From an optimization exercise on the open Yosys and OpenROAD flow, aimed at small area; shortcuts taken in it are not production practice.
Only simulation tests tie the RTL to the original design; equivalence was not proved.

## flow/design.v (module list and top-level ports; edited modules follow where they fit)
// module fsk_rx: 1479 lines
module fsk_rx (
    input  wire        clk,
    input  wire        rst,           
    input  wire        in_valid,
    input  wire [15:0] in_i,
    input  wire [15:0] in_q,
    output reg         db_valid,
    output reg  [7:0]  db_level,
    output reg  [31:0] db_maxsq,
    output reg         hit_valid,
    output reg         byte_valid,
    output reg  [7:0]  byte_data,
    output reg         byte_first,
    output reg         byte_last
);
  // ...
==> flow/run.sh <==
#!/bin/bash
# synth_recipe.tcl (not shown) runs the flow's synth.tcl, then flattens the netlist and writes it again
# the make line also repeats each setting of config.mk as NAME=value (left out here)
make -C /OpenROAD-flow-scripts/flow DESIGN_CONFIG=/design/flow/config.mk WORK_HOME=/design/flow/orfs CLKGATE_MAP_FILE= SYNTH_SCRIPT=/design/flow/synth_recipe.tcl finish
==> flow/config.mk <==
export PLATFORM = sky130hd
export DESIGN_NAME = fsk_rx
export DESIGN_NICKNAME = fsk_rx
export VERILOG_FILES = /design/flow/design.v
export SDC_FILE = /design/flow/constraint.sdc
export NUM_CORES = 4
export LEC_CHECK = 0
export CAP_MARGIN = 20
export CORE_MARGIN = 2
export CORE_UTILIZATION = 40
export SLEW_MARGIN = 20
==> flow/constraint.sdc <==
create_clock -name core_clock -period 12.0 [get_ports {clk}]
set_input_delay 2.4000 -clock core_clock [delete_from_list [all_inputs] [get_ports {clk}]]
set_output_delay 2.4000 -clock core_clock [all_outputs]
set_load 0.01 [all_outputs]
==> out/metrics.cfg, run 1 <==
[route]
vias_per_cell = 5.80
wl_met3_mm = 6.33
highest_layer = met5
dr.pass1.iters = 7

[clocking]
path_clk_slew_ns = 0.08
tritoncts = yes
cts-resized-gates = 0

[setup_path]
cp.depth = 27
crit_fanout = 14

[timing]
period_minus_slack_ns = 11.34

[layout]
drive_gt1_frac = 0.0476
multi_input_cells = 2363
buf_share = 0.0527
reg.largest.list = curmax: 32 flops, acc: 17 flops

[global_route]
grt_use_total = 0.252
antenna_found_initial = 4
grt_max_degree = 76

[logic_synthesis]
async_flop_share = 0
synth_top_cell_area_share = 0.213
synth_compound_area_frac = 0.197

[status]
status = timing/DRC/antenna clean

==> run 2, diff against run 1 <==
==> flow/flow/run.sh (new file) <==
#!/bin/bash
# Standard layout, with two changes:
#  - after the standard synthesis, flow/polarity.py removes the inverters
#    Yosys leaves between full adders (same function, same registers);
#  - ports are buffered with sky130_fd_sc_hd__buf_1.
set -euo pipefail
RES=$(sed -n 's/.*WORK_HOME=\([^ ]*\).*/\1/p' standard.sh | head -1)/results/$FLOW_PLATFORM/fsk_rx/base
LIB=$FLOW_HOME/platforms/$FLOW_PLATFORM/lib/sky130_fd_sc_hd__tt_025C_1v80.lib
bash standard.sh synth > synth.log 2>&1
cp "$RES/1_2_yosys.v" yosys_standard.v
python3 flow/polarity.py "$LIB" yosys_standard.v yosys_polarity.v > polarity.log 2>&1
cp yosys_polarity.v "$RES/1_2_yosys.v"
rm -f "$RES/1_synth.odb" "$RES/1_synth.sdc"
bash standard.sh "BUFFER_PORTS_ARGS=-buffer_cell sky130_fd_sc_hd__buf_1" \
  "CTS_ARGS=-sink_clustering_enable -repair_clock_nets -dont_use_dummy_load -buf_list sky130_fd_sc_hd__clkbuf_8" \
  finish > layout.log 2>&1
==> flow/flow/polarity.py (new file) <==
#!/usr/bin/env python3
"""Polarity clean-up of a flat sky130 gate netlist written by Yosys.

Yosys's full-adder extraction leaves many inverters between adder cells.
This pass removes every inverter and then picks, per cell, a polarity:

  - fa_1 and maj3 cells are self-dual (all inputs and outputs inverted give
    the same function), so each may be used in inverted polarity;
  - a single-output gate may be swapped for the library cell computing the
    complement of its function on the same pins (and2 <-> nand2, ...);

and finally adds back one inverter per net whose loads still need the
complement.  Registers, ports and their names are unchanged, and the
result computes the same function on every register input and output port.

usage: polarity.py lib in.v out.v
"""
import re
import sys
import random
import itertools
from collections import defaultdict

LIB, IN, OUT = sys.argv[1], sys.argv[2], sys.argv[3]
P = "sky130_fd_sc_hd__"
INV_AREA = 3.7536

# ---------------------------------------------------------------- library
lib = open(LIB).read()
libcells = {}
for m in re.finditer(r'cell \("(' + P + r'\w+)"\)\s*\{', lib):
    name = m.group(1)
    end = lib.find('\n    cell ("', m.end())
    body = lib[m.end(): end if end > 0 else len(lib)]
    am = re.search(r"area\s*:\s*([0-9.]+)", body)
    pins, outs = [], {}
    for pm in re.finditer(r'pin \("(\w+)"\)\s*\{(.*?)\n        \}', body, re.S):
        dm = re.search(r'direction\s*:\s*"?(\w+)', pm.group(2))
        fm = re.search(r'function\s*:\s*"([^"]*)"', pm.group(2))
        if fm:
            outs[pm.group(1)] = fm.group(1)
        elif dm and dm.group(1) == "input":
            pins.append(pm.group(1))
    seq = re.search(r"\b(ff|latch|ff_bank|statetable)\s*\(", body) is not None
    libcells[name] = dict(area=float(am.group(1)) if am else 0.0, ins=sorted(pins),
                          outs=outs, seq=seq)


def truth(cell):
    c = libcells[cell]
    if c["seq"] or len(c["outs"]) != 1 or not c["ins"] or len(c["ins"]) > 6:
        return None
    (op, expr), = c["outs"].items()
    e = expr.replace("!", " not ").replace("*", " and ").replace("+", " or ")
    e = e.replace("^", " != ").replace("&", " and ").replace("|", " or ")
    e = re.sub(r"\b([A-Z]\w*)\b", r"v['\1']", e)
    tt = []
    for bits in itertools.product((0, 1), repeat=len(c["ins"])):
        v = dict(zip(c["ins"], [bool(b) for b in bits]))
        tt.append(bool(eval(e)))
    return op, tuple(tt)


bad_names = ("lpflow", "probe", "clkinv", "clkbuf", "dlygate", "dlymetal", "clkdly")
tts = {}
for name in libcells:
    if any(b in name for b in bad_names):
        continue
    t = truth(name)
    if t:
        tts[name] = t


def complement_cell(cell):
    """smallest library cell with the same input pins computing ~f."""
    if cell not in tts:
        return None
    op, tt = tts[cell]
    want = tuple(not x for x in tt)
    best = None
    for name, (op2, tt2) in tts.items():
        if libcells[name]["ins"] == libcells[cell]["ins"] and tt2 == want:
            if best is None or libcells[name]["area"] < libcells[best]["area"]:
                best = name
    return best


SELF_DUAL = {P + "fa_1", P + "fa_2", P + "maj3_1", P + "maj3_2"}
INV_CELLS = {P + "inv_1", P + "clkinv_1"}

# ---------------------------------------------------------------- netlist
src = open(IN).read()
cell_re = re.compile(r"^(\s*)(" + P + r"\w+)\s+(\S+)\s*\((.*?)\);\n", re.S | re.M)
pin_re = re.compile(r"\.(\w+)\(\s*(.*?)\s*\)\s*(?:,|$)", re.S)
cells = []          # [type, name, {pin: net}, span]
for m in cell_re.finditer(src):
    pins = dict((p, n.strip()) for p, n in pin_re.findall(m.group(4)))
    cells.append([m.group(2), m.group(3), pins, m.span()])
rest_text = []
last = 0
for c in cells:
    rest_text.append(src[last:c[3][0]])
    last = c[3][1]
rest_text.append(src[last:])
rest_text = "".join(rest_text)
assert "assign" not in rest_text, "assign statements not supported"


def is_out_pin(typ, p):
    return p in libcells[typ]["outs"] or p in ("Q", "Q_N")


drv = {}
for i, (typ, name, pins, _) in enumerate(cells):
    for p, n in pins.items():
        if is_out_pin(typ, p):
            drv[n] = i

inv_idx = set(i for i, c in enumerate(cells) if c[0] in INV_CELLS)


def base_of(net):
    inv = 0
    while net in drv and drv[net] in inv_idx:
        net = cells[drv[net]][2]["A"]
        inv ^= 1
    return net, inv


out_names = set()
for m in re.finditer(r"^\s*output\s+(\[\d+:\d+\]\s*)?(\S+?)\s*;", rest_text, re.M):
    out_names.add(m.group(2))


def is_port(n):
    return n.split("[")[0].strip() in out_names


# loads per base net
loads = defaultdict(list)   # base -> [(cell idx, pin, inversion)]
for i, (typ, name, pins, _) in enumerate(cells):
    if i in inv_idx:
        continue
    for p, n in pins.items():
        if not is_out_pin(typ, p):
            b, v = base_of(n)
            loads[b].append((i, p, v))
# output ports: nets that are ports keep their logical value
port_req = defaultdict(list)   # base -> [(port net, inversion)]
for i in inv_idx:
    y = cells[i][2]["Y"]
    if is_port(y):
        b, v = base_of(y)
        port_req[b].append((y, v))
for n in list(drv):
    if is_port(n) and drv[n] not in inv_idx:
        port_req[n].append((n, 0))

# polarity variables
flip = defaultdict(int)
kind = {}                   # cell idx -> "dual" | "swap"
swap_to, swap_delta = {}, {}
src_of = {}                 # base net -> cell idx with a variable
for i, (typ, name, pins, _) in enumerate(cells):
    if typ in SELF_DUAL:
        kind[i] = "dual"
        for p in libcells[typ]["outs"]:
            if p in pins:
                src_of[pins[p]] = i
    elif i not in inv_idx and typ in tts:
        comp = complement_cell(typ)
        op = tts[typ][0]
        if comp and op in pins and not is_port(pins[op]):
            kind[i] = "swap"
            swap_to[i] = comp
            swap_delta[i] = libcells[comp]["area"] - libcells[typ]["area"]
            src_of[pins[op]] = i


def need_inv(b):
    xb = flip[src_of[b]] if b in src_of else 0
    for (ci, p, v) in loads[b]:
        xg = flip[ci] if kind.get(ci) == "dual" else 0
        if v ^ xg ^ xb:
            return 1
    for (y, v) in port_req[b]:
        if v ^ xb:
            return 1
    return 0


touch = defaultdict(set)
for i, k in kind.items():
    typ, name, pins, _ = cells[i]
    for p, n in pins.items():
        if is_out_pin(typ, p):
            touch[i].add(n)
        elif k == "dual":
            touch[i].add(base_of(n)[0])


def local_cost(i):
    c = sum(need_inv(b) for b in touch[i]) * INV_AREA
    if kind[i] == "swap" and flip[i]:
        c += swap_delta[i]
    return c


all_bases = set(loads) | set(port_req) | set(src_of)


def total_cost():
    c = sum(need_inv(b) for b in all_bases) * INV_AREA
    return c + sum(swap_delta[i] for i in kind if kind[i] == "swap" and flip[i])


cost0 = total_cost()
best_cost, best_flip = cost0, dict(flip)
random.seed(1)
vars_ = sorted(kind)
for restart in range(6):
    for rnd in range(60):
        improved = False
        random.shuffle(vars_)
        for i in vars_:
            before = local_cost(i)
            flip[i] ^= 1
            after = local_cost(i)
            if after < before - 1e-9:
                improved = True
            elif after > before + 1e-9 or random.random() < 0.7:
                flip[i] ^= 1
        if not improved and rnd > 5:
            break
    c = total_cost()
    if c < best_cost - 1e-9:
        best_cost, best_flip = c, dict(flip)
    # perturb from the best
    flip = defaultdict(int, best_flip)
    for i in random.sample(vars_, max(1, len(vars_) // 20)):
        flip[i] ^= 1
flip = defaultdict(int, best_flip)
cost1 = total_cost()

# ---------------------------------------------------------------- rebuild
odd_inv_nets = defaultdict(list)
for i in inv_idx:
    y = cells[i][2]["Y"]
    b, v = base_of(y)
    if v:
        odd_inv_nets[b].append(y)

new_cells, new_wires = [], []
phys = {}       # base -> (net carrying b ^ xb, net carrying its complement)
ctr = [0]


def fresh():
    ctr[0] += 1
    n = "_pol%d_" % ctr[0]
    new_wires.append(n)
    return n


for b in sorted(all_bases):
    xb = flip[src_of[b]] if b in src_of else 0
    direct = b
    if xb and is_port(b):
        # the source now gives ~b: drive it on a fresh net, the port via an
        # inverter below
        direct = fresh()
        i = src_of[b]
        for p, n in list(cells[i][2].items()):
            if n == b and is_out_pin(cells[i][0], p):
                cells[i][2][p] = direct
    comp = None
    if need_inv(b):
        if xb and is_port(b):
            comp = b
        elif not xb and odd_inv_nets[b]:
            comp = odd_inv_nets[b][0]
        else:
            comp = fresh()
        new_cells.append([P + "inv_1", "_polc%d_" % len(new_cells), {"A": direct, "Y": comp}])
    phys[b] = (direct, comp)

for b in all_bases:
    xb = flip[src_of[b]] if b in src_of else 0
    direct, comp = phys[b]
    for (ci, p, v) in loads[b]:
        xg = flip[ci] if kind.get(ci) == "dual" else 0
        cells[ci][2][p] = comp if (v ^ xg ^ xb) else direct
    for (y, v) in port_req[b]:
        want_comp = v ^ xb
        have = comp if want_comp else direct
        if have != y:
            if want_comp:
                new_cells.append([P + "inv_1", "_polp%d_" % len(new_cells), {"A": direct, "Y": y}])
            else:
                new_cells.append([P + "buf_1", "_polp%d_" % len(new_cells), {"A": direct, "X": y}])

# swapped cells
for i in kind:
    if kind[i] == "swap" and flip[i]:
        typ = cells[i][0]
        op = tts[typ][0]
        nop = tts[swap_to[i]][0]
        pins = cells[i][2]
        if op != nop:
            pins[nop] = pins.pop(op)
        cells[i][0] = swap_to[i]


def esc(n):
    return n + " " if n.startswith("\\") else n


def cell_text(typ, name, pins):
    body = ",\n".join("    .%s(%s)" % (p, esc(n)) for p, n in pins.items())
    return "  %s %s (\n%s\n  );\n" % (typ, name, body)


out = []
last = 0
for i, (typ, name, pins, span) in enumerate(cells):
    out.append(src[last:span[0]])
    last = span[1]
    if i in inv_idx:
        continue
    out.append(cell_text(typ, name, pins))
tail = src[last:]
k = tail.rfind("endmodule")
tail = tail[:k] + "".join(cell_text(*c) for c in new_cells) + tail[k:]
text = "".join(out) + tail
m = re.search(r"^\s*wire\s", text, re.M)
text = text[:m.start()] + "\n" + "".join("  wire %s;\n" % n for n in new_wires) + text[m.start():]
open(OUT, "w").write(text)
nswap = sum(1 for i in kind if kind[i] == "swap" and flip[i])
ndual = sum(1 for i in kind if kind[i] == "dual" and flip[i])
sys.stderr.write("polarity: inverters %d -> %d, %d self-dual cells and %d gates flipped, "
                 "cost %.1f -> %.1f um2\n" % (len(inv_idx), len(new_cells), ndual, nswap,
                                             cost0, cost1))
==> flow/standard.sh (new file) <==
#!/bin/bash
# synth_recipe.tcl (not shown) runs the flow's synth.tcl, then flattens the netlist and writes it again
# the make line also repeats each setting of config.mk as NAME=value (left out here)
make -C /OpenROAD-flow-scripts/flow DESIGN_CONFIG=/design/flow/config.mk WORK_HOME=/design/flow/orfs CLKGATE_MAP_FILE= SYNTH_SCRIPT=/design/flow/synth_recipe.tcl "${@:-finish}"
--- a/flow/config.mk
+++ b/flow/config.mk
@@ -8,4 +8,4 @@
 export CAP_MARGIN = 20
 export CORE_MARGIN = 2
-export CORE_UTILIZATION = 40
+export CORE_UTILIZATION = 60
 export SLEW_MARGIN = 20
removed: flow/run.sh
==> run 2 against run 1 <==
Effect of this change:
- sequential share of layout area grew 1.1 points
- die area shrank 35%
- wire length shrank 3.0%
- still clean
- non-clock buffer count shrank 2
- core utilization grew 19 points
==> out/metrics.cfg, run 2 <==
[clocking]
cts_setup_buffers = 0
cts_buffer_depth = 2
tritoncts = yes
ctsHoldBuffers = 0
cts-root-buf = clkbuf_8
clock-sinks = 155
path_clk_slew_ns = 0.08  ; about the same
cts-resized-gates = 0  ; unchanged
h-tree-depth = 4
cts_buffers = 17
clk_latency_ns = 0.50

[timing]
skew_ns = 0.0475
finalHoldViolCount = 0
max_freq_mhz = 91.5
final_max_slew_viol_count = 0
rsz0062_at_grt = no
fin_tns_setup_ns = 0
slew_headroom = 0.231
fin_ws_ns = 1.07
setup_viol = 0
fin_hold_ws_ns = 0.421
period_minus_slack_ns = 10.93  ; -0.412 ns
worst_pin_slew_ns = 1.14
finalCritPeriodShare = 0.911

[status]
status = timing/DRC/antenna clean

[setup_path]
crit_fanout = 10  ; -4
cp_slowest_cell = o21ai_1
path_common_cell = nand2_1
worstPathArrival_ns = 8.53
start_kind = flop
slowest_delay_ns = 0.73
reg2regPathDepth = 31
cp.required_ns = 9.60
critical_path_class = reg -> out
r2r_slack_ns = 2.49
end_kind = output pin

[route]
wl_per_cell_microns = 23.1
vias_per_cell = 6.55  ; +13%
dr.pass1.iters = 6  ; -1
drt_iter0_markers = 2350
wl_mm = 78.4
via_count = 22200
ant_nets = 0
remaining_drc_errors = 0

[global_route]
grt_max_degree = 76  ; unchanged
grt_pass1_vias = 22100
grt_pass1_wl_mm = 123
gr-total-overflow = 0
grt_use_total = 0.377  ; +0.125
antenna_found_initial = 3  ; -1

[placed_design]
hpwl_mm = 59.3
place_inst = 3377
place_ws_ns = 0.947
portBuffers = 87
gp_congestion = 1.05

[layout]
layout_commonest_cell = nand2_1
area_growth_pct = 4.09
largest_register = curmax
layout_common_cells = nand2_1 (316), fa_1 (268), ha_1 (250), nor2_1 (214), a21oi_1 (193)
reg.largest.list = curmax: 32 flops, acc: 17 flops
fin_cells = 3395
post-route-util = 0.636
drive_gt1_frac = 0.0397  ; -0.00782
fin_nets = 3424
largest_reg_flops = 32

[floorplan]
dieHeight_microns = 206
die_w_microns = 206
dieArea_sq_um = 42300
initial_core_util = 0.611
core-area_sq_um = 39900
rows = 73
ioPinCount = 88

[logic_synthesis]
synth_warnings = 1
syn_area_sq_um = 24400
synth_area_per_cell_sq_um = 8.42
syn_nets = 3450
postSynthCellCount = 2897

[min_path]
min_path_cells = 2
hp-class = reg -> reg

[flow_run]
drv_cap = 0

## run 2: layout make-up
cell class	instances	area (sq um)
Antenna cell	1	2.50
Clock buffer	17	234
Fill cell	3417	14500
Inverter	177	667
Multi-Input combinational cell	2363	19200
Sequential cell	155	3830
Tap cell	525	657
Timing Repair Buffer	157	852
## run 2: path summary, 6_finish.rpt
check / from / to
setup / recovery: curmax[4] / db_level[6]
hold / removal: pi[9] / pi[5]
setup reg to reg: pi[0] / cnt[0]
hold reg to reg: pi[9] / pi[5]
## run 2: worst max-delay path, delay by kind of cell, from the launching register on
family / cells / cell delay, ns
buf+inv: 5 / 0.77
simple gates: 5 / 1.16
xor+xnor: 1 / 0.11
fa+ha+maj: 5 / 1.58
compound gates: 11 / 3.78
flops: 1 / 0.60
## run 2: routing by layer
metal / global-route usage / wire length, microns / part of all wire
met1: 0.481 / 31400 / 0.40
met2: 0.611 / 36600 / 0.47
met5: 0 / 0 / 0
met4: 0.167 / 3630 / 0.046
met3: 0.0893 / 6870 / 0.088
## run 2: through the flow
stage	area [sq um]
after detailed placement	25200
after CTS	25400
after floorplan	24400
after global placement	25200
after global routing	25400
final	25400
==> run 3, diff against run 2 <==
--- a/flow/config.mk
+++ b/flow/config.mk
@@ -8,4 +8,4 @@
 export CAP_MARGIN = 20
 export CORE_MARGIN = 2
-export CORE_UTILIZATION = 60
+export CORE_UTILIZATION = 40
 export SLEW_MARGIN = 20
==> run 3 against run 2 <==
Effect of this change:
- synthesized cell count stayed put
- final cell count rose by 7.8%
- register-to-register slack hardly changed
- worst setup slack worse by 0.40 ns
- via count shrank 0.13%
- core utilization fell by 21 points
- critical path depth is the same
- global-route usage fell by 11 points
- critical endpoint unchanged
- still clean
- hold slack got worse by 0.012 ns
==> out/metrics.cfg, run 3 <==
[status]
status = timing/DRC/antenna clean

[global_route]
grt_pass1_wl_mm = 130  ; +5.6%
gr-total-overflow = 0  ; unchanged
grt_pass1_vias = 22400  ; +1.6%
met3_usage = 0.0463  ; -0.0430
antenna_found_initial = 1  ; -2
grt_use_total = 0.264  ; -0.113
use_met2 = 0.433  ; -0.177
busiest_layer = met2
grt_max_degree = 76  ; unchanged
use_met1 = 0.348  ; -0.133

[timing]
final_max_slew_viol_count = 0  ; unchanged
finalCritPeriodShare = 0.944  ; +0.0336
skew_ns = 0.0375  ; -0.00999 ns
worst_pin_slew_ns = 1.13  ; -0.0156 ns
period_minus_slack_ns = 11.33  ; +0.403 ns
finalHoldViolCount = 0  ; unchanged
slew_headroom = 0.245  ; +0.0141
max_freq_mhz = 88.2  ; -3.6%
setup_viol = 0  ; unchanged
fin_hold_ws_ns = 0.409  ; -0.0115 ns
fin_ws_ns = 0.668  ; -0.403 ns
fin_tns_setup_ns = 0  ; unchanged
rsz0062_at_grt = no

[placed_design]
portBuffers = 87  ; unchanged
place_inst = 3641  ; +7.8%
gp_congestion = 1.01  ; -4.2%
place_ws_ns = 0.945  ; -0.00224 ns
hpwl_mm = 63.1  ; +6.4%

[floorplan]
dieHeight_microns = 251  ; +22%
die_w_microns = 251  ; +22%
core-area_sq_um = 60400  ; +51%
rows = 90  ; +23%
dieArea_sq_um = 63000  ; +49%
ioPinCount = 88  ; unchanged
initial_core_util = 0.404  ; -0.207

[setup_path]
r2r_end = cnt[0]
cp.required_ns = 9.60  ; about the same
critical_path_class = reg -> out
worstPathArrival_ns = 8.93  ; +0.40 ns
start_kind = flop
r2r-start = pq[0]
end_kind = output pin
r2r_slack_ns = 2.48  ; about the same
reg2regPathDepth = 30  ; -3.2%
crit_fanout = 14  ; +4

[clocking]
cts-root-buf = clkbuf_8
cts_setup_buffers = 0  ; unchanged
h-tree-depth = 4  ; unchanged
ctsHoldBuffers = 0  ; unchanged
clock-sinks = 155  ; unchanged
cts_buffer_depth = 2  ; unchanged
tritoncts = yes
cts_buffers = 17  ; unchanged
clk_latency_ns = 0.53  ; +0.03 ns
cts-resized-gates = 0  ; unchanged
path_clk_slew_ns = 0.09  ; about the same

[route]
via_count = 22200  ; -0.13%
wl_mm = 83.0  ; +5.8%
vias_per_cell = 6.07  ; -7.4%
drt_iter0_markers = 1760  ; -25%
dr.pass1.iters = 5  ; -1
remaining_drc_errors = 0  ; unchanged
wl_per_cell_microns = 22.7  ; -1.8%
ant_nets = 0  ; unchanged

[layout]
largest_register = curmax
fin_nets = 3431  ; +0.20%
drive_gt1_frac = 0.0424  ; +0.00268
largest_reg_flops = 32  ; unchanged
layout_common_cells = nand2_1 (316), fa_1 (268), ha_1 (250), nor2_1 (214), a21oi_1 (193)
fin_cells = 3660  ; +7.8%
area_growth_pct = 5.65
filler_cell_count = 6087  ; +78%
layout_commonest_cell = nand2_1
reg.largest.list = curmax: 32 flops, acc: 17 flops

[min_path]
min_path_cells = 2  ; unchanged
min_to = pi[5]
worstHoldStart = pi[9]
hp-class = reg -> reg

[logic_synthesis]
syn_area_sq_um = 24400  ; unchanged
syn_nets = 3450  ; unchanged
synth_warnings = 1  ; unchanged
synth_area_per_cell_sq_um = 8.42  ; unchanged
postSynthCellCount = 2897  ; unchanged

[flow_run]
drv_cap = 0  ; unchanged

## run 3: through the flow
step	cell area [sq um]	util
after CTS	25800	0.427
after floorplan	24400	-
after detailed placement	25500	0.423
after global placement	25500	0.423
after global routing	25800	0.427
final	25800	0.427
## run 3: worst max-delay path by stage
stage | start | depth (start not counted) | to
after floorplan | in_q[14] | 29 | curmax[0]
after global placement | in_i[4] | 29 | curmax[4]
after detailed placement | in_i[4] | 29 | curmax[1]
after CTS | curmax[4] | 27 | db_level[6]
after global routing | curmax[2] | 28 | db_level[6]
final | curmax[4] | 27 | db_level[6]
## run 3: critical path, cell delays in order, from the launching register on
cell	delay [ns]
edfxtp_1	0.59
o311ai_1	0.44
a31oi_1	0.25
o31a_1	0.42
o21ai_2	0.79
inv_2	0.37
ha_1	0.31
inv_1	0.05
inv_1	0.10
nand2_1	0.10
nand2_1	0.24
o22ai_1	0.41
ha_1	0.33
a21o_1	0.16
a21o_1	0.17
a21o_1	0.16
a2111oi_0	0.71
nand2_1	0.09
a21oi_1	0.35
o21ai_0	0.35
fa_1	0.62
ha_1	0.18
fa_1	0.23
nand2_1	0.10
or4_1	0.54
inv_1	0.08
xnor2_1	0.11
buf_1	0.16
## run 3: layout make-up
cell class	count	area [sq um]	share of cell area
tap	782	978	0.0380
multi-input combinational	2363	19200	0.743
antenna	2	5.00	0.000194
inverter	177	667	0.0259
clock buffer	17	234	0.00908
timing repair buffer	164	905	0.0351
sequential	155	3830	0.149
## run 3: per-layer routing
layer  vias up  share of wire
li1      10100              -
met1     11000           0.42
met2       934           0.47
met3       199          0.067
met4         0          0.038
met5         -              0
==> run 4, diff against run 3 <==
--- a/flow/config.mk
+++ b/flow/config.mk
@@ -6,6 +6,6 @@
 export NUM_CORES = 4
 export LEC_CHECK = 0
-export CAP_MARGIN = 20
+export CAP_MARGIN = 0
 export CORE_MARGIN = 2
 export CORE_UTILIZATION = 40
-export SLEW_MARGIN = 20
+export SLEW_MARGIN = 0
==> run 4 against run 3 <==
Effect of this change:
- still clean on timing, DRC and antenna
- worst setup slack improved by 0.0049 ns
- sequential share of layout area about the same
- synthesized area unchanged
- flip-flop and latch count unchanged
- largest cell class unchanged
- register-to-register slack improved by 0.02 ns
- non-clock buffer count unchanged
- via count decreased by 0.12%
- global-route usage unchanged
- clock-buffer cell count unchanged
==> out/metrics.cfg, run 4 <==
[route]
ant_nets = 0  ; unchanged
remaining_drc_errors = 0  ; unchanged
wl_met2_mm = 39.1  ; -0.19%
wl_met3_mm = 5.71  ; +2.1%
vias_per_cell = 6.06  ; -0.12%
wirelength_met1_mm = 34.9  ; -0.41%
wl_per_cell_microns = 22.7  ; about the same
via_count = 22200  ; -0.12%
dr.pass1.iters = 5  ; unchanged
wl_mm = 83.0  ; about the same
drt_iter0_markers = 1774  ; +0.80%
highest_layer = met4

[layout]
fin_nets = 3431  ; unchanged
drive_gt1_frac = 0.0417  ; -0.000695
layout_common_cells = nand2_1 (316), fa_1 (268), ha_1 (250), nor2_1 (216), a21oi_1 (193)
area.sequential_sq_um = 3830  ; about the same
reg.largest.list = curmax: 32 flops, acc: 17 flops
post-route-util = 0.427  ; about the same
layout_commonest_cell = nand2_1
area_growth_pct = 5.61  ; about the same
largest_reg_flops = 32  ; unchanged
largest_register = curmax
multi_input_area_sq_um = 19200  ; about the same
filler_cell_count = 6085  ; -0.033%
fin_cells = 3660  ; unchanged

[global_route]
grt_max_degree = 76  ; unchanged
grt_use_total = 0.264  ; unchanged
grt_pass1_wl_mm = 130  ; unchanged
grt_pass1_vias = 22400  ; unchanged
gr-total-overflow = 0  ; unchanged
antenna_found_initial = 1  ; unchanged

[clocking]
cts-resized-gates = 0  ; unchanged
cts_buffers = 17  ; unchanged
ctsHoldBuffers = 0  ; unchanged
h-tree-depth = 4  ; unchanged
clock-sinks = 155  ; unchanged
path_clk_slew_ns = 0.09  ; about the same
cts_buffer_depth = 2  ; unchanged
cts-root-buf = clkbuf_8
tritoncts = yes
cts_setup_buffers = 0  ; unchanged
clk_latency_ns = 0.53  ; about the same

[floorplan]
initial_core_util = 0.404  ; unchanged
die_w_microns = 251  ; unchanged
dieHeight_microns = 251  ; unchanged
rows = 90  ; unchanged
dieArea_sq_um = 63000  ; unchanged
core-area_sq_um = 60400  ; unchanged
ioPinCount = 88  ; unchanged

[placed_design]
hpwl_mm = 63.1  ; unchanged
place_inst = 3641  ; unchanged
gp_congestion = 1.01  ; unchanged
portBuffers = 87  ; unchanged

[timing]
finalHoldViolCount = 0  ; unchanged
period_minus_slack_ns = 11.33  ; -0.00492 ns
setup_viol = 0  ; unchanged
finalCritPeriodShare = 0.944  ; about the same
slew_headroom = 0.173  ; -0.0721
max_freq_mhz = 88.3  ; about the same
final_max_slew_viol_count = 0  ; unchanged
fin_tns_setup_ns = 0  ; unchanged
worst_pin_slew_ns = 1.24  ; +0.108 ns
fin_hold_ws_ns = 0.409  ; +0.0000600 ns
rsz0062_at_grt = no
skew_ns = 0.0367  ; -0.000848 ns

[setup_path]
r2r_end = cnt[0]
critical_path_class = reg -> out
r2r-start = pq[0]
r2r_slack_ns = 2.50  ; +0.02 ns
worstPathArrival_ns = 8.93  ; about the same
cp.required_ns = 9.60  ; about the same
start_kind = flop
crit_fanout = 14  ; unchanged
end_kind = output pin
reg2regPathDepth = 30  ; unchanged

[flow_run]
drv_cap = 0  ; unchanged

[min_path]
min_to = pi[5]
hp-class = reg -> reg
worstHoldStart = pi[9]
min_path_cells = 2  ; unchanged

[status]
status = timing/DRC/antenna clean

[logic_synthesis]
synth_warnings = 1  ; unchanged
syn_area_sq_um = 24400  ; unchanged
syn_nets = 3450  ; unchanged
synth_area_per_cell_sq_um = 8.42  ; unchanged
postSynthCellCount = 2897  ; unchanged

[run 4: routing by layer]
metal / track usage / vias up
met5: 0 / -
met4: 0.103 / 0
met2: 0.433 / 936
met3: 0.0463 / 200
met1: 0.348 / 11000
li1: - / 10100
[run 4: worst max-delay path, cell delays in order (launching register included)]
cell       delay, ns
edfxtp_1        0.59
o311ai_1        0.44
a31oi_1         0.25
o31a_1          0.42
o21ai_2         0.79
inv_2           0.37
ha_1            0.30
inv_1           0.05
inv_1           0.10
nand2_1         0.10
nand2_1         0.24
o22ai_1         0.41
ha_1            0.33
a21o_1          0.16
a21o_1          0.17
a21o_1          0.16
a2111oi_0       0.71
nand2_1         0.09
a21oi_1         0.35
o21ai_0         0.35
fa_1            0.62
ha_1            0.18
fa_1            0.23
nand2_1         0.10
or4_1           0.54
inv_1           0.08
xnor2_1         0.11
buf_1           0.16
[run 4: layout make-up]
cell class | count | area share
Sequential cell | 155 | 0.148
Tap cell | 782 | 0.0380
Timing Repair Buffer | 164 | 0.0351
Inverter | 177 | 0.0259
Antenna cell | 2 | 0.000194
Clock buffer | 17 | 0.00908
Multi-Input combinational cell | 2363 | 0.743
[run 4: how the worst max path moves through the flow]
stage | from | to | slack (ns) | cells past startpoint
after detailed placement | in_i[4] | curmax[1] | 0.95 | 29
final | curmax[4] | db_level[6] | 0.67 | 27
after floorplan | in_q[14] | curmax[0] | 0.99 | 29
after global placement | in_i[4] | curmax[4] | 1.13 | 29
after CTS | curmax[4] | db_level[6] | 0.88 | 27
after global routing | curmax[2] | db_level[6] | 0.39 | 28
[run 4: through the flow]
stage,worst slack [ns],instance area [sq um]
3_5_place_dp,0.945,25500
3_3_place_gp,1.13,25500
6_report,0.673,25800
4_1_cts,0.885,25800
2_1_floorplan,0.987,24400
5_1_grt,0.389,25800
==> run 5, diff against run 4 <==
--- a/flow/flow/run.sh
+++ b/flow/flow/run.sh
@@ -12,5 +12,3 @@
 cp yosys_polarity.v "$RES/1_2_yosys.v"
 rm -f "$RES/1_synth.odb" "$RES/1_synth.sdc"
-bash standard.sh "BUFFER_PORTS_ARGS=-buffer_cell sky130_fd_sc_hd__buf_1" \
-  "CTS_ARGS=-sink_clustering_enable -repair_clock_nets -dont_use_dummy_load -buf_list sky130_fd_sc_hd__clkbuf_8" \
-  finish > layout.log 2>&1
+bash standard.sh "BUFFER_PORTS_ARGS=-buffer_cell sky130_fd_sc_hd__buf_1" finish > layout.log 2>&1
--- a/flow/config.mk
+++ b/flow/config.mk
@@ -6,6 +6,6 @@
 export NUM_CORES = 4
 export LEC_CHECK = 0
-export CAP_MARGIN = 0
+export CAP_MARGIN = 20
 export CORE_MARGIN = 2
 export CORE_UTILIZATION = 40
-export SLEW_MARGIN = 0
+export SLEW_MARGIN = 20
==> run 5 against run 4 <==
Effect of this change:
- first-iteration DRC count is 0.68% lower
- fmax is 1.3% higher
- via count is 0.32% higher
- highest routed layer is now met5
- sequential share of layout area is 0.20 points lower
- hold slack better by 0.011 ns
- synthesized cell count stayed put
- non-clock buffer count stayed put
- final cell count is 0.36% higher
- synthesized area stayed put
- still clean
==> out/metrics.cfg, run 5 <==
[floorplan]
rows = 90  ; unchanged
initial_core_util = 0.404  ; unchanged
dieHeight_microns = 251  ; unchanged
die_w_microns = 251  ; unchanged
ioPinCount = 88  ; unchanged
dieArea_sq_um = 63000  ; unchanged
core-area_sq_um = 60400  ; unchanged

[timing]
fin_hold_ws_ns = 0.420  ; +0.0112 ns
finalCritPeriodShare = 0.932  ; -0.0122
final_max_slew_viol_count = 0  ; unchanged
fin_tns_setup_ns = 0  ; unchanged
rsz0062_at_grt = no
slew_headroom = 0.246  ; +0.0732
finalHoldViolCount = 0  ; unchanged
worst_pin_slew_ns = 1.13  ; -0.109 ns
period_minus_slack_ns = 11.18  ; -0.146 ns
skew_ns = 0.0139  ; -0.0228 ns
max_freq_mhz = 89.4  ; +1.3%
setup_viol = 0  ; unchanged

[global_route]
grt_pass1_wl_mm = 130  ; about the same
antenna_found_initial = 1  ; unchanged
grt_max_degree = 76  ; unchanged
gr-total-overflow = 0  ; unchanged
grt_pass1_vias = 22400  ; +0.14%
grt_use_total = 0.265  ; +0.000269

[clocking]
cts_buffer_depth = 2  ; unchanged
clk_latency_ns = 0.47  ; -0.06 ns
clock-sinks = 155  ; unchanged
cts-resized-gates = 0  ; unchanged
path_clk_slew_ns = 0.08  ; about the same
cts_setup_buffers = 0  ; unchanged
ctsHoldBuffers = 0  ; unchanged
cts_buffers = 17  ; unchanged
tritoncts = yes
h-tree-depth = 4  ; unchanged
cts-root-buf = clkbuf_16

[route]
drt_iter0_markers = 1762  ; -0.68%
wl_per_cell_microns = 22.6  ; -0.32%
wl_mm = 83.0  ; about the same
remaining_drc_errors = 0  ; unchanged
dr.pass1.iters = 6  ; +1
vias_per_cell = 6.06  ; about the same
via_count = 22300  ; +0.32%
ant_nets = 0  ; unchanged

[placed_design]
portBuffers = 87  ; unchanged
hpwl_mm = 63.1  ; unchanged
gp_congestion = 1.01  ; unchanged

[flow_run]
drv_cap = 0  ; unchanged

[logic_synthesis]
syn_nets = 3450  ; unchanged
syn_area_sq_um = 24400  ; unchanged
postSynthCellCount = 2897  ; unchanged
synth_area_per_cell_sq_um = 8.42  ; unchanged
synth_warnings = 1  ; unchanged

[setup_path]
end_kind = output pin
critical_path_class = reg -> out
cp_slowest_cell = nor4_1
crit_fanout = 19  ; +5
cp.required_ns = 9.60  ; about the same
start_kind = flop
worstPathArrival_ns = 8.78  ; -0.15 ns
slowest_delay_ns = 0.79  ; about the same
path_common_cell = inv_1

[layout]
filler_cell_count = 6057  ; -0.46%
multi_input_area_sq_um = 19200  ; about the same
largest_register = curmax
area.sequential_sq_um = 3830  ; about the same
diodes = 0  ; -2
drive_gt1_frac = 0.0470  ; +0.00532
largest_reg_flops = 32  ; unchanged
area_growth_pct = 7.14
fin_nets = 3431  ; unchanged
layout_commonest_cell = nand2_1
reg.largest.list = curmax: 32 flops, acc: 17 flops
layout_common_cells = nand2_1 (316), fa_1 (268), ha_1 (250), nor2_1 (214), a21oi_1 (193)

[min_path]
hp-class = reg -> reg

[status]
status = timing/DRC/antenna clean

run 5: changes by cell type in the layout (fill, tap and decap cells not counted):
cell       change
inv_6          +5
nor2_2         +2
dfxtp_2        -1
nor2_1         -2
dfxtp_4        +1
clkbuf_16     +17
clkinv_1       +1
diode_2        -2
clkbuf_8      -17
bufinv_16      +2
clkinv_2       +2
clkinv_8       +1
inv_8          +4
run 5: cell type report:
cell class                      instances  share of cell area
Clock inverter                         15             0.00684
Multi-Input combinational cell       2363               0.733
Tap cell                              782              0.0374
Timing Repair Buffer                  164              0.0346
Sequential cell                       155               0.146
Clock buffer                           17              0.0163
Inverter                              177              0.0255
run 5: metal layers:
layer	GRT usage	routed length (microns)	up-vias	share of wire
li1	-	-	10100	-
met1	0.347	34700	11000	0.42
met2	0.432	39100	940	0.47
met3	0.0495	5860	199	0.071
met4	0.104	3270	2	0.039
met5	0	13	-	0.00016
run 5: path summary, 6_finish.rpt:
kind | startpoint | endpoint | slack [ns] | cells after the start
max | curmax[14] | db_level[6] | 0.82 | 35
min | pi[5] | pi[1] | 0.42 | 2
max reg2reg | pq[0] | cnt[0] | 2.45 | 30
min reg2reg | pi[5] | pi[1] | 0.42 | 2
run 5: per-stage QoR:
step | instance area [sq um] | setup WS [ns] | util | instances
6_report | 26100 | 0.819 | 0.433 | 3673
5_1_grt | 26100 | 0.461 | 0.433 | 3673
4_1_cts | 26100 | 0.935 | 0.433 | 3673
3_5_place_dp | 25500 | 0.945 | 0.423 | 3641
3_3_place_gp | 25500 | 1.13 | 0.423 | 3641
2_1_floorplan | 24400 | 0.987 | - | 2897
run 5: critical path, delay by kind of cell, from the launching register on:
kind,cells,cell delay [ns]
AO/OA/AOI/OAI,9,2.48
AND/OR/NAND/NOR,6,1.93
buffers and inverters,14,1.62
adder cells (fa/ha/maj),5,1.58
flip-flops,1,0.60
XOR/XNOR,1,0.11
==> run 6, diff against run 5 <==
==> flow/flow/run.sh (replaced) <==
#!/bin/bash
# Standard layout, with these changes:
#  - the standard synthesis's netlist is improved before floorplanning:
#    flow/polarity.py removes the inverters Yosys leaves between full adders,
#    flow/remap.sh re-maps the logic between registers and adder cells with
#    ABC's area mapper, and polarity.py runs again on the result.  The
#    registers, their names and cell types are unchanged; flow/simcheck.py
#    compares each result with the standard netlist on random patterns, and
#    the flow falls back to the last good netlist if anything differs;
#  - ports are buffered with sky130_fd_sc_hd__buf_1;
#  - the clock tree uses sky130_fd_sc_hd__clkbuf_8 and no dummy loads.
set -uo pipefail
RES=$(sed -n 's/.*WORK_HOME=\([^ ]*\).*/\1/p' standard.sh | head -1)/results/$FLOW_PLATFORM/fsk_rx/base
LIB=$FLOW_HOME/platforms/$FLOW_PLATFORM/lib/sky130_fd_sc_hd__tt_025C_1v80.lib
export SIMCHECK_LIB=$LIB
bash standard.sh synth > synth.log 2>&1 || exit 1
cp "$RES/1_2_yosys.v" yosys_standard.v

flops() { grep -E "^\s*sky130_fd_sc_hd__(dfxtp|edfxtp|dfrtp|dfstp|sdf|dfbb|dfxbp|dfrbp|dlx|dlr)" "$1" | awk '{print $1, $2}' | sort | md5sum; }
good() {  # good NEW: same registers and same function as the standard netlist
  [[ -s "$1" ]] && [[ "$(flops "$1")" == "$(flops yosys_standard.v)" ]] &&
    python3 flow/simcheck.py yosys_standard.v "$1" 4096 >> simcheck.log 2>&1
}
best=yosys_standard.v
python3 flow/polarity.py "$LIB" yosys_standard.v yosys_pol1.v > polarity1.log 2>&1 &&
  good yosys_pol1.v && best=yosys_pol1.v
bash flow/remap.sh "$LIB" "$best" yosys_remap.v remap > remap.log 2>&1 &&
  good yosys_remap.v &&
  python3 flow/polarity.py "$LIB" yosys_remap.v yosys_pol2.v > polarity2.log 2>&1 &&
  good yosys_pol2.v && best=yosys_pol2.v
echo "netlist used: $best" | tee netlist_used.log
cp "$best" "$RES/1_2_yosys.v"
rm -f "$RES/1_synth.odb" "$RES/1_synth.sdc"
bash standard.sh "BUFFER_PORTS_ARGS=-buffer_cell sky130_fd_sc_hd__buf_1" \
  "CTS_ARGS=-sink_clustering_enable -repair_clock_nets -dont_use_dummy_load -buf_list sky130_fd_sc_hd__clkbuf_8" \
  finish > layout.log 2>&1
==> flow/flow/cellmap.py (new file) <==
import re,sys
LIB=sys.argv[1]; used=set(re.findall(r'^\s*(sky130_fd_sc_hd__\w+)\s', open(sys.argv[2]).read(), re.M))
lib=open(LIB).read()
skip=('fa_','ha_','df','edf','sdf','dl','conb','tap','fill','decap')
out=[]
for m in re.finditer(r'cell \("(sky130_fd_sc_hd__\w+)"\)\s*\{', lib):
    name=m.group(1)
    if name not in used or any(name.startswith('sky130_fd_sc_hd__'+s) for s in skip): continue
    end=lib.find('\n    cell ("', m.end()); body=lib[m.end():end]
    ins=[]; outs={}
    for pm in re.finditer(r'pin \("(\w+)"\)\s*\{(.*?)\n        \}', body, re.S):
        fm=re.search(r'function\s*:\s*"([^"]*)"', pm.group(2))
        dm=re.search(r'direction\s*:\s*"?(\w+)', pm.group(2))
        if fm: outs[pm.group(1)]=fm.group(1)
        elif dm and dm.group(1)=='input': ins.append(pm.group(1))
    if len(outs)!=1: continue
    (o,f),=outs.items()
    e=f.replace('!','~').replace('*','&').replace('+','|')
    out.append("module %s(%s);\n%s\n  output %s;\n  assign %s = %s;\nendmodule\n"%(name, ", ".join(ins+[o]), "\n".join("  input %s;"%i for i in ins), o, o, e))
open(sys.argv[3],'w').write("".join(out))
--- a/flow/flow/polarity.py
+++ b/flow/flow/polarity.py
@@ -257,10 +257,21 @@
 
 def fresh():
-    ctr[0] += 1
-    n = "_pol%d_" % ctr[0]
+    while True:
+        ctr[0] += 1
+        n = "_pol%d_" % ctr[0]
+        if n not in src:
+            break
     new_wires.append(n)
     return n
 
 
+def cname(prefix):
+    while True:
+        ctr[0] += 1
+        n = "%s%d_" % (prefix, ctr[0])
+        if n not in src:
+            return n
+
+
 for b in sorted(all_bases):
     xb = flip[src_of[b]] if b in src_of else 0
@@ -282,5 +293,5 @@
         else:
             comp = fresh()
-        new_cells.append([P + "inv_1", "_polc%d_" % len(new_cells), {"A": direct, "Y": comp}])
+        new_cells.append([P + "inv_1", cname("_polc"), {"A": direct, "Y": comp}])
     phys[b] = (direct, comp)
 
@@ -296,7 +307,7 @@
         if have != y:
             if want_comp:
-                new_cells.append([P + "inv_1", "_polp%d_" % len(new_cells), {"A": direct, "Y": y}])
+                new_cells.append([P + "inv_1", cname("_polp"), {"A": direct, "Y": y}])
             else:
-                new_cells.append([P + "buf_1", "_polp%d_" % len(new_cells), {"A": direct, "X": y}])
+                new_cells.append([P + "buf_1", cname("_polp"), {"A": direct, "X": y}])
 
 # swapped cells
==> flow/flow/remap.sh (new file) <==
#!/bin/bash
# usage: remap.sh lib in.v out.v workdir
# Re-maps the combinational logic of a mapped netlist with ABC's area
# mapper.  Flip-flops, full and half adders and tie cells are kept as they
# are (same instances, same names); every other cell is turned back into
# its logic function first.
set -euo pipefail
LIB=$1; IN=$2; OUT=$3; W=$4
mkdir -p "$W"
python3 "$(dirname "$0")/cellmap.py" "$LIB" "$IN" "$W/cellmap.v"
DU=""
PLAT_CFG=${FLOW_HOME:-/OpenROAD-flow-scripts/flow}/platforms/${FLOW_PLATFORM:-sky130hd}/config.mk
DONT_USE_LIST=$(sed -n '/DONT_USE_CELLS/,/^$/p' "$PLAT_CFG" | grep -o 'sky130_fd_sc_hd__[A-Za-z0-9_]*' | tr '\n' ' ')
for c in $DONT_USE_LIST; do DU="$DU -dont_use $c"; done
cat > "$W/remap.ys" <<EOS
read_liberty -lib $LIB
read_verilog $IN
read_verilog -overwrite $W/cellmap.v
hierarchy -top ${FLOW_TOP:-fsk_rx}
flatten
techmap
opt -fast
abc -liberty $LIB $DU -D $(python3 -c "print(int(float('${FLOW_PERIOD_NS:-12}')*1000))") -script +strash;dch;amap;topo;stime,-c;dnsize,-c
setundef -zero
hilomap -singleton -hicell sky130_fd_sc_hd__conb_1 HI -locell sky130_fd_sc_hd__conb_1 LO
splitnets
opt_clean -purge
insbuf -buf sky130_fd_sc_hd__buf_4 A X
stat -liberty $LIB
write_verilog -noattr -nohex -nodec $OUT
EOS
yosys -q -l "$W/remap.log" -p "script $W/remap.ys" > /dev/null
==> flow/flow/simcheck.py (new file) <==
#!/usr/bin/env python3
"""Random-pattern equivalence check of two flat sky130 gate netlists with the
same registers: flop outputs and inputs are free, compare flop D/DE pins and
output ports.  usage: simcheck.py a.v b.v [npatterns]"""
import re
import sys
import random

LIB = __import__("os").environ.get("SIMCHECK_LIB", "/OpenROAD-flow-scripts/flow/platforms/sky130hd/lib/sky130_fd_sc_hd__tt_025C_1v80.lib")
lib = open(LIB).read()
funcs = {}
for m in re.finditer(r'cell \("(sky130_fd_sc_hd__\w+)"\)\s*\{', lib):
    name = m.group(1)
    end = lib.find('\n    cell ("', m.end())
    body = lib[m.end(): end if end > 0 else len(lib)]
    f = {}
    for pm in re.finditer(r'pin \("(\w+)"\)\s*\{(.*?)\n        \}', body, re.S):
        fm = re.search(r'function\s*:\s*"([^"]*)"', pm.group(2))
        if fm:
            f[pm.group(1)] = fm.group(1)
    funcs[name] = f

MASK = None


def to_py(expr):
    e = expr.replace("!", " ~").replace("*", " & ").replace("+", " | ")
    e = re.sub(r"\b([A-Z]\w*)\b", r"v['\1']", e)
    return e


cell_re = re.compile(r"^\s*(sky130_fd_sc_hd__\w+)\s+(\S+)\s*\((.*?)\);\n", re.S | re.M)
pin_re = re.compile(r"\.(\w+)\(\s*(.*?)\s*\)\s*(?:,|$)", re.S)
SEQ = ("dfxtp", "edfxtp", "dfrtp", "dfstp", "dfxbp", "dfrbp", "dfbbp", "sdf", "dlx", "dlr")


def load(fn):
    src = open(fn).read()
    cells = []
    for m in cell_re.finditer(src):
        pins = dict((p, n.strip()) for p, n in pin_re.findall(m.group(3)))
        cells.append((m.group(1), m.group(2), pins))
    outs = []
    for m in re.finditer(r"^\s*output\s+(?:\[(\d+):(\d+)\]\s*)?(\S+?)\s*;", src, re.M):
        if m.group(1):
            for i in range(int(m.group(2)), int(m.group(1)) + 1):
                outs.append("%s[%d]" % (m.group(3), i))
        else:
            outs.append(m.group(3))
    return cells, outs


def simulate(cells, outs, stim, nbits):
    mask = (1 << nbits) - 1
    val = dict(stim)
    val["1'h0"] = 0
    val["1'h1"] = mask
    seq_out = {}
    comb = []
    for typ, name, pins in cells:
        short = typ.replace("sky130_fd_sc_hd__", "")
        if short.startswith(SEQ):
            q = pins.get("Q")
            key = name
            if q is not None:
                val[q] = stim["FF:" + key]
            if "Q_N" in pins:
                val[pins["Q_N"]] = mask ^ val[q]
            seq_out[key] = pins
        else:
            comb.append((typ, name, pins))
    # evaluate in dependency order
    pending = comb
    progress = True
    while pending and progress:
        progress = False
        rest = []
        for typ, name, pins in pending:
            f = funcs[typ]
            ins = [n for p, n in pins.items() if p not in f]
            if all(n in val for n in ins):
                v = dict((p, val[n]) for p, n in pins.items() if p not in f)
                for op, expr in f.items():
                    if op in pins:
                        val[pins[op]] = eval(to_py(expr)) & mask
                progress = True
            else:
                rest.append((typ, name, pins))
        pending = rest
    assert not pending, "combinational loop or undriven: %s" % (pending[:3],)
    res = {}
    for key, pins in seq_out.items():
        for p, n in pins.items():
            if p not in ("Q", "Q_N", "CLK"):
                res["%s.%s" % (key, p)] = val.get(n)
    for o in outs:
        res["out:" + o] = val.get(o)
    return res


def main():
    a = load(sys.argv[1])
    b = load(sys.argv[2])
    n = int(sys.argv[3]) if len(sys.argv) > 3 else 4096
    random.seed(7)
    inputs = set()
    for cells, _ in (a, b):
        for typ, name, pins in cells:
            for p, net in pins.items():
                inputs.add(net)
    stim = {}
    for net in inputs:
        stim[net] = random.getrandbits(n)
    # only primary inputs should be free: drop nets that are driven
    driven = set()
    for cells, _ in (a, b):
        for typ, name, pins in cells:
            f = funcs[typ]
            for p, net in pins.items():
                if p in f or p in ("Q", "Q_N"):
                    driven.add(net)
    stim = dict((k, v) for k, v in stim.items() if k not in driven)
    for cells, _ in (a, b):
        for typ, name, pins in cells:
            if typ.replace("sky130_fd_sc_hd__", "").startswith(SEQ):
                stim.setdefault("FF:" + name, random.getrandbits(n))
    ra = simulate(a[0], a[1], dict(stim), n)
    rb = simulate(b[0], b[1], dict(stim), n)
    bad = [k for k in ra if ra[k] != rb.get(k)]
    print("compared %d points, %d patterns: %d differ" % (len(ra), n, len(bad)))
    for k in bad[:10]:
        print("  ", k)
    sys.exit(1 if bad or set(ra) != set(rb) else 0)


main()
==> run 6 against run 5 <==
Effect of this change:
- register-to-register slack better by 0.67 ns
- hold slack better by 0.0094 ns
- first-iteration DRC count is 23% higher
- fmax fell by 1.7%
- via count decreased by 3.2%
- die area is 8.1% lower
- largest cell class unchanged
==> out/metrics.cfg, run 6 <==
[status]
status = timing/DRC/antenna clean

[flow_run]
drv_cap = 0  ; unchanged

[route]
wl_mm = 87.4  ; +5.3%
ant_nets = 0  ; unchanged
dr.pass1.iters = 7  ; +1
remaining_drc_errors = 0  ; unchanged
vias_per_cell = 5.92  ; -2.3%
wl_per_cell_microns = 24.0  ; +6.3%
via_count = 21500  ; -3.2%
drt_iter0_markers = 2161  ; +23%

[global_route]
grt_pass1_vias = 21700  ; -3.3%
grt_max_degree = 61  ; -20%
grt_use_total = 0.306  ; +0.0411
grt_pass1_wl_mm = 132  ; +1.8%
antenna_found_initial = 2  ; +1
gr-total-overflow = 0  ; unchanged

[placed_design]
hpwl_mm = 69.8  ; +11%
gp_congestion = 0.998  ; -0.92%
portBuffers = 87  ; unchanged

[clocking]
path_clk_slew_ns = 0.08  ; about the same
h-tree-depth = 4  ; unchanged
tritoncts = yes
cts_buffers = 17  ; unchanged
clk_latency_ns = 0.54  ; +0.07 ns
ctsHoldBuffers = 0  ; unchanged
cts-root-buf = clkbuf_8
cts_buffer_depth = 2  ; unchanged
clock-sinks = 155  ; unchanged

[setup_path]
reg2regPathDepth = 32  ; +6.7%
crit_fanout = 10  ; -9
end_kind = output pin
cp.depth = 41  ; +17%
cp_slowest_cell = edfxtp_1
cpLargestDelayFamily = simple AND/OR/NAND/NOR gates
slowest_delay_ns = 0.56  ; -0.23 ns
worstPathArrival_ns = 8.98  ; +0.20 ns
crit_buf_inv = 10  ; -4
start_kind = flop
critical_path_class = reg -> out
cp.required_ns = 9.60  ; about the same

[timing]
skew_ns = 0.0405  ; +0.0266 ns
worst_pin_slew_ns = 1.02  ; -0.110 ns
finalHoldViolCount = 0  ; unchanged
finalCritPeriodShare = 0.948  ; +0.0162
period_minus_slack_ns = 11.38  ; +0.194 ns
setup_viol = 0  ; unchanged
slew_headroom = 0.313  ; +0.0673
fin_tns_setup_ns = 0  ; unchanged
final_max_slew_viol_count = 0  ; unchanged
max_freq_mhz = 87.9  ; -1.7%

[floorplan]
core-area_sq_um = 55200  ; -8.5%
rows = 86  ; -4.4%
ioPinCount = 88  ; unchanged
dieHeight_microns = 241  ; -4.1%
initial_core_util = 0.406  ; +0.00157
die_w_microns = 241  ; -4.1%
dieArea_sq_um = 57900  ; -8.1%

[logic_synthesis]
postSynthCellCount = 2718  ; -6.2%
synth_warnings = 1  ; unchanged
synth_area_per_cell_sq_um = 8.24  ; -2.1%
syn_area_sq_um = 22400  ; -8.2%
syn_nets = 3271  ; -5.2%

[min_path]
hp-class = reg -> reg
min_path_cells = 1  ; -1

[layout]
layout_common_cells = nor2_1 (610), inv_1 (310), fa_1 (268), ha_1 (249), nand2_1 (203)
largest_register = curmax
largest_reg_flops = 32  ; unchanged
layout_commonest_cell = nor2_1
area_growth_pct = 9.20
fin_nets = 3445  ; +0.41%
drive_gt1_frac = 0.0464  ; -0.000676
reg.largest.list = curmax: 32 flops, acc: 17 flops

-- run 6: path summary, 6_finish.rpt --
| path | start | endpoint | slack, ns |
|---|---|---|---|
| max | curmax[23] | db_level[4] | 0.62 |
| min | step[0] | step[0] | 0.43 |
| max reg2reg | pi[0] | cnt[2] | 3.12 |
| min reg2reg | step[0] | step[0] | 0.43 |
-- run 6: area by class of cell --
type | instances | area (sq um)
fill | 5584 | 30700
multi-input combinational | 2213 | 17200
sequential | 155 | 3820
inverter | 311 | 1170
timing repair buffer | 194 | 1140
tap | 748 | 936
clock buffer | 17 | 234
antenna | 1 | 2.50
-- run 6: repair_timing --
item                                    CTS  global route
resized for setup                         0             7
setup buffers                             0             0
endpoints found under the setup margin    0             5
-- run 6: stage by stage --
stage	hold WS (ns)	util	std cells	worst slack [ns]	instance area [sq um]
3_5_place_dp	0.412	0.439	3621	0.415	24200
3_3_place_gp	0.407	0.439	3621	0.636	24200
6_report	0.430	0.443	3639	0.625	24500
2_1_floorplan	0.398	-	2718	0.533	22400
5_1_grt	0.465	0.443	3639	-0.0340	24500
4_1_cts	0.433	0.443	3638	0.366	24400
-- run 6: layer usage --
| metal | up-vias | global-route usage | part of all wire |
|---|---|---|---|
| li1 | 9855 | - | - |
| met1 | 10400 | 0.391 | 0.41 |
| met2 | 1035 | 0.486 | 0.46 |
| met3 | 241 | 0.0624 | 0.075 |
| met4 | 0 | 0.165 | 0.056 |
| met5 | - | 0 | 0 |
==> run 7, diff against run 6 <==
==> flow/flow/cellmap.py (replaced) <==
import re,sys
LIB=sys.argv[1]; used=set(re.findall(r'^\s*(sky130_fd_sc_hd__\w+)\s', open(sys.argv[2]).read(), re.M))
lib=open(LIB).read()
import os
skip=tuple(os.environ.get('REMAP_KEEP','fa_').split())+('df','edf','sdf','dl','conb','tap','fill','decap')
out=[]
for m in re.finditer(r'cell \("(sky130_fd_sc_hd__\w+)"\)\s*\{', lib):
    name=m.group(1)
    if name not in used or any(name.startswith('sky130_fd_sc_hd__'+s) for s in skip): continue
    end=lib.find('\n    cell ("', m.end()); body=lib[m.end():end]
    ins=[]; outs={}
    for pm in re.finditer(r'pin \("(\w+)"\)\s*\{(.*?)\n        \}', body, re.S):
        fm=re.search(r'function\s*:\s*"([^"]*)"', pm.group(2))
        dm=re.search(r'direction\s*:\s*"?(\w+)', pm.group(2))
        if fm: outs[pm.group(1)]=fm.group(1)
        elif dm and dm.group(1)=='input': ins.append(pm.group(1))
    if not outs: continue
    os_=sorted(outs)
    body="".join("  output %s;\n  assign %s = %s;\n"%(o,o,outs[o].replace('!','~').replace('*','&').replace('+','|')) for o in os_)
    out.append("module %s(%s);\n%s\n%sendmodule\n"%(name, ", ".join(ins+os_), "\n".join("  input %s;"%i for i in ins), body))
open(sys.argv[3],'w').write("".join(out))
--- a/flow/flow/remap.sh
+++ b/flow/flow/remap.sh
@@ -2,5 +2,5 @@
 # usage: remap.sh lib in.v out.v workdir
 # Re-maps the combinational logic of a mapped netlist with ABC's area
-# mapper.  Flip-flops, full and half adders and tie cells are kept as they
+# mapper (three rounds).  Flip-flops, full adders and tie cells are kept as they
 # are (same instances, same names); every other cell is turned back into
 # its logic function first.
@@ -21,5 +21,5 @@
 techmap
 opt -fast
-abc -liberty $LIB $DU -D $(python3 -c "print(int(float('${FLOW_PERIOD_NS:-12}')*1000))") -script +strash;dch;amap;topo;stime,-c;dnsize,-c
+abc -liberty $LIB $DU -D $(python3 -c "print(int(float('${FLOW_PERIOD_NS:-12}')*1000))") -script +${REMAP_SCRIPT:-strash;dch;amap;strash;dch;amap;strash;dch;amap;topo;dnsize,-c}
 setundef -zero
 hilomap -singleton -hicell sky130_fd_sc_hd__conb_1 HI -locell sky130_fd_sc_hd__conb_1 LO
==> run 7 against run 6 <==
Effect of this change:
- synthesized cell count shrank 2.6%
- non-clock buffer count grew 30
- critical path depth grew 12
- wire length shrank 4.2%
- synthesized area shrank 10%
- first-iteration DRC count grew 18%
- die area shrank 10%
- global-route usage grew 1.5 points
- fmax grew 1.8%
- critical endpoint is now db_level[5]
==> out/metrics.cfg, run 7 <==
[route]
drt_iter0_markers = 2548  ; +18%
vias_per_cell = 6.03  ; +1.9%
remaining_drc_errors = 0  ; unchanged
ant_nets = 0  ; unchanged
via_count = 21300  ; -1.3%
wl_per_cell_microns = 23.8  ; -1.1%
wl_mm = 83.7  ; -4.2%
dr.pass1.iters = 7  ; unchanged

[placed_design]
dpl_cell_area_sq_um = 22000  ; -9.1%
portBuffers = 87  ; unchanged
place_inst = 3505  ; -3.2%
place_ws_ns = 0.253  ; -0.162 ns
gp_congestion = 1.04  ; +4.3%
hpwl_mm = 67.4  ; -3.5%

[layout]
design_area_sq_um = 22300  ; -9.0%
area_growth_pct = 10.8
largest_reg_flops = 32  ; unchanged
drive_gt1_frac = 0.0572  ; +0.0108
fin_nets = 3155  ; -8.4%
layout_commonest_cell = nor2_1
layout_common_cells = nor2_1 (728), inv_1 (290), fa_1 (268), nand2_1 (219), o21ai_0 (186)
fin_cells = 3524  ; -3.2%
reg.largest.list = curmax: 32 flops, acc: 17 flops
post-route-util = 0.447  ; +0.00348
largest_register = curmax
filler_cell_count = 5156  ; -7.7%

[setup_path]
cp.depth = 53  ; +29%
worstPathArrival_ns = 8.77  ; -0.21 ns
cpLargestDelayFamily = simple AND/OR/NAND/NOR gates
reg2regPathDepth = 44  ; +38%
cp.required_ns = 9.60  ; about the same
crit_buf_inv = 8  ; -2
end_kind = output pin
crit_fanout = 10  ; unchanged
path_common_cell = nor2_1
critical_path_class = reg -> out
cp_slowest_cell = fa_1
start_kind = flop
slowest_delay_ns = 0.53  ; -0.03 ns

[timing]
fin_tns_setup_ns = 0  ; unchanged
final_max_slew_viol_count = 0  ; unchanged
worst_pin_slew_ns = 1.12  ; +0.0983 ns
finalHoldViolCount = 0  ; unchanged
finalCritPeriodShare = 0.931  ; -0.0168
slew_headroom = 0.250  ; -0.0638
fin_ws_ns = 0.827  ; +0.202 ns
rsz0062_at_grt = no
setup_viol = 0  ; unchanged
fin_hold_ws_ns = 0.395  ; -0.0348 ns
skew_ns = 0.0420  ; +0.00150 ns
period_minus_slack_ns = 11.17  ; -0.202 ns
max_freq_mhz = 89.5  ; +1.8%

[min_path]
min_path_cells = 2  ; +1
hp-class = reg -> reg

[clocking]
cts_buffer_depth = 2  ; unchanged
h-tree-depth = 4  ; unchanged
clk_latency_ns = 0.49  ; -0.05 ns
cts-root-buf = clkbuf_8
cts_setup_buffers = 0  ; unchanged
clock-sinks = 155  ; unchanged
tritoncts = yes
path_clk_slew_ns = 0.08  ; about the same
cts_buffers = 17  ; unchanged

[logic_synthesis]
postSynthCellCount = 2648  ; -2.6%
syn_area_sq_um = 20100  ; -10%
synth_warnings = 1  ; unchanged
synth_area_per_cell_sq_um = 7.59  ; -7.9%
syn_nets = 2951  ; -9.8%

[global_route]
grt_pass1_wl_mm = 127  ; -3.4%
grt_pass1_vias = 21300  ; -1.9%
antenna_found_initial = 4  ; +2
grt_max_degree = 60  ; -1.6%
grt_use_total = 0.321  ; +0.0154
gr-total-overflow = 0  ; unchanged

[floorplan]
die_w_microns = 228  ; -5.2%
initial_core_util = 0.403  ; -0.00268
dieArea_sq_um = 52100  ; -10%
ioPinCount = 88  ; unchanged
rows = 82  ; -4.7%
dieHeight_microns = 228  ; -5.2%
core-area_sq_um = 49900  ; -9.7%

[flow_run]
drv_cap = 0  ; unchanged

[status]
status = timing/DRC/antenna clean

==> run 7: metal layers <==
metal | global-route usage | share of wire
met1 | 0.411 | 0.40
met2 | 0.506 | 0.45
met3 | 0.0735 | 0.096
met4 | 0.172 | 0.058
met5 | 0 | 0.00012
==> run 7: what timing repair did <==
item / CTS / global route
hold buffers: 0 / 0
endpoints found under the setup margin: 0 / 39
resized for setup: 0 / 7
==> run 7: cell type report <==
cell class                 count  area, sq um  area share
inverter                     292         1100      0.0494
multi-input combinational   2162        14900       0.670
sequential                   155         3820       0.172
clock buffer                  17          234      0.0105
antenna                        2         5.00    0.000225
timing repair buffer         224         1360      0.0608
tap                          672          841      0.0378
==> run 7: final timing paths <==
kind / to / start / slack, ns
setup / recovery: db_level[5] / curmax[2] / 0.83
hold / removal: pq[8] / pq[12] / 0.39
setup reg to reg: cnt[0] / pi[0] / 1.61
hold reg to reg: pq[8] / pq[12] / 0.39
==> run 7: worst register-to-register path: cells and delay by family, from the launching register on <==
kind | cells | cell delay [ns]
fa+ha+maj | 3 | 1.55
buf+inv | 6 | 1.08
simple gates | 14 | 3.02
compound gates | 21 | 4.21
flops | 1 | 0.38

## re-timing with driven ports
The results above use ideal ports. As a check the final layouts listed here were re-extracted and re-timed, cells and wires unchanged.
Step 1: set_driving_cell puts a clkbuf_16 on clk and a buf_2 on each other input, an assumption about the parent block.
Step 2 moves the port delays by t, midway between the first and last clock arrival at a register: inputs arrive t later, outputs are due t later. That takes back most of the time a late clock gives input paths.
a / b / c = ideal ports / drivers / drivers and shift; a / b = the first two.
run	t (ns)	setup slack, ns	worst hold slack (ns)	worst setup path at the end	slew at the worst register clock pin (ns)
run 1	0.516	0.658 / 0.604 / 0.442	0.418 / 0.418 / 0.418	input to register	0.08 / 0.08
run 2	0.542	1.071 / 1.010 / 0.875	0.421 / 0.421 / 0.421	input to register	0.11 / 0.11
run 3	0.562	0.668 / 0.617 / 0.860	0.409 / 0.409 / 0.409	input to register	0.10 / 0.10
run 4	0.561	0.673 / 0.622 / 0.859	0.409 / 0.409 / 0.409	input to register	0.09 / 0.09
run 5	0.523	0.819 / 0.762 / 0.840	0.420 / 0.420 / 0.420	input to register	0.08 / 0.08
run 6	0.585	0.625 / 0.563 / 0.297	0.430 / 0.430 / 0.430	input to register	0.09 / 0.09
run 7	0.532	0.827 / 0.771 / 0.291	0.395 / 0.395 / 0.395	input to register	0.10 / 0.10
After both steps setup and hold are still met in every run listed. The setup slack of run 7, which loses most, moves by -0.056 ns with the drivers and by -0.536 ns with both steps.
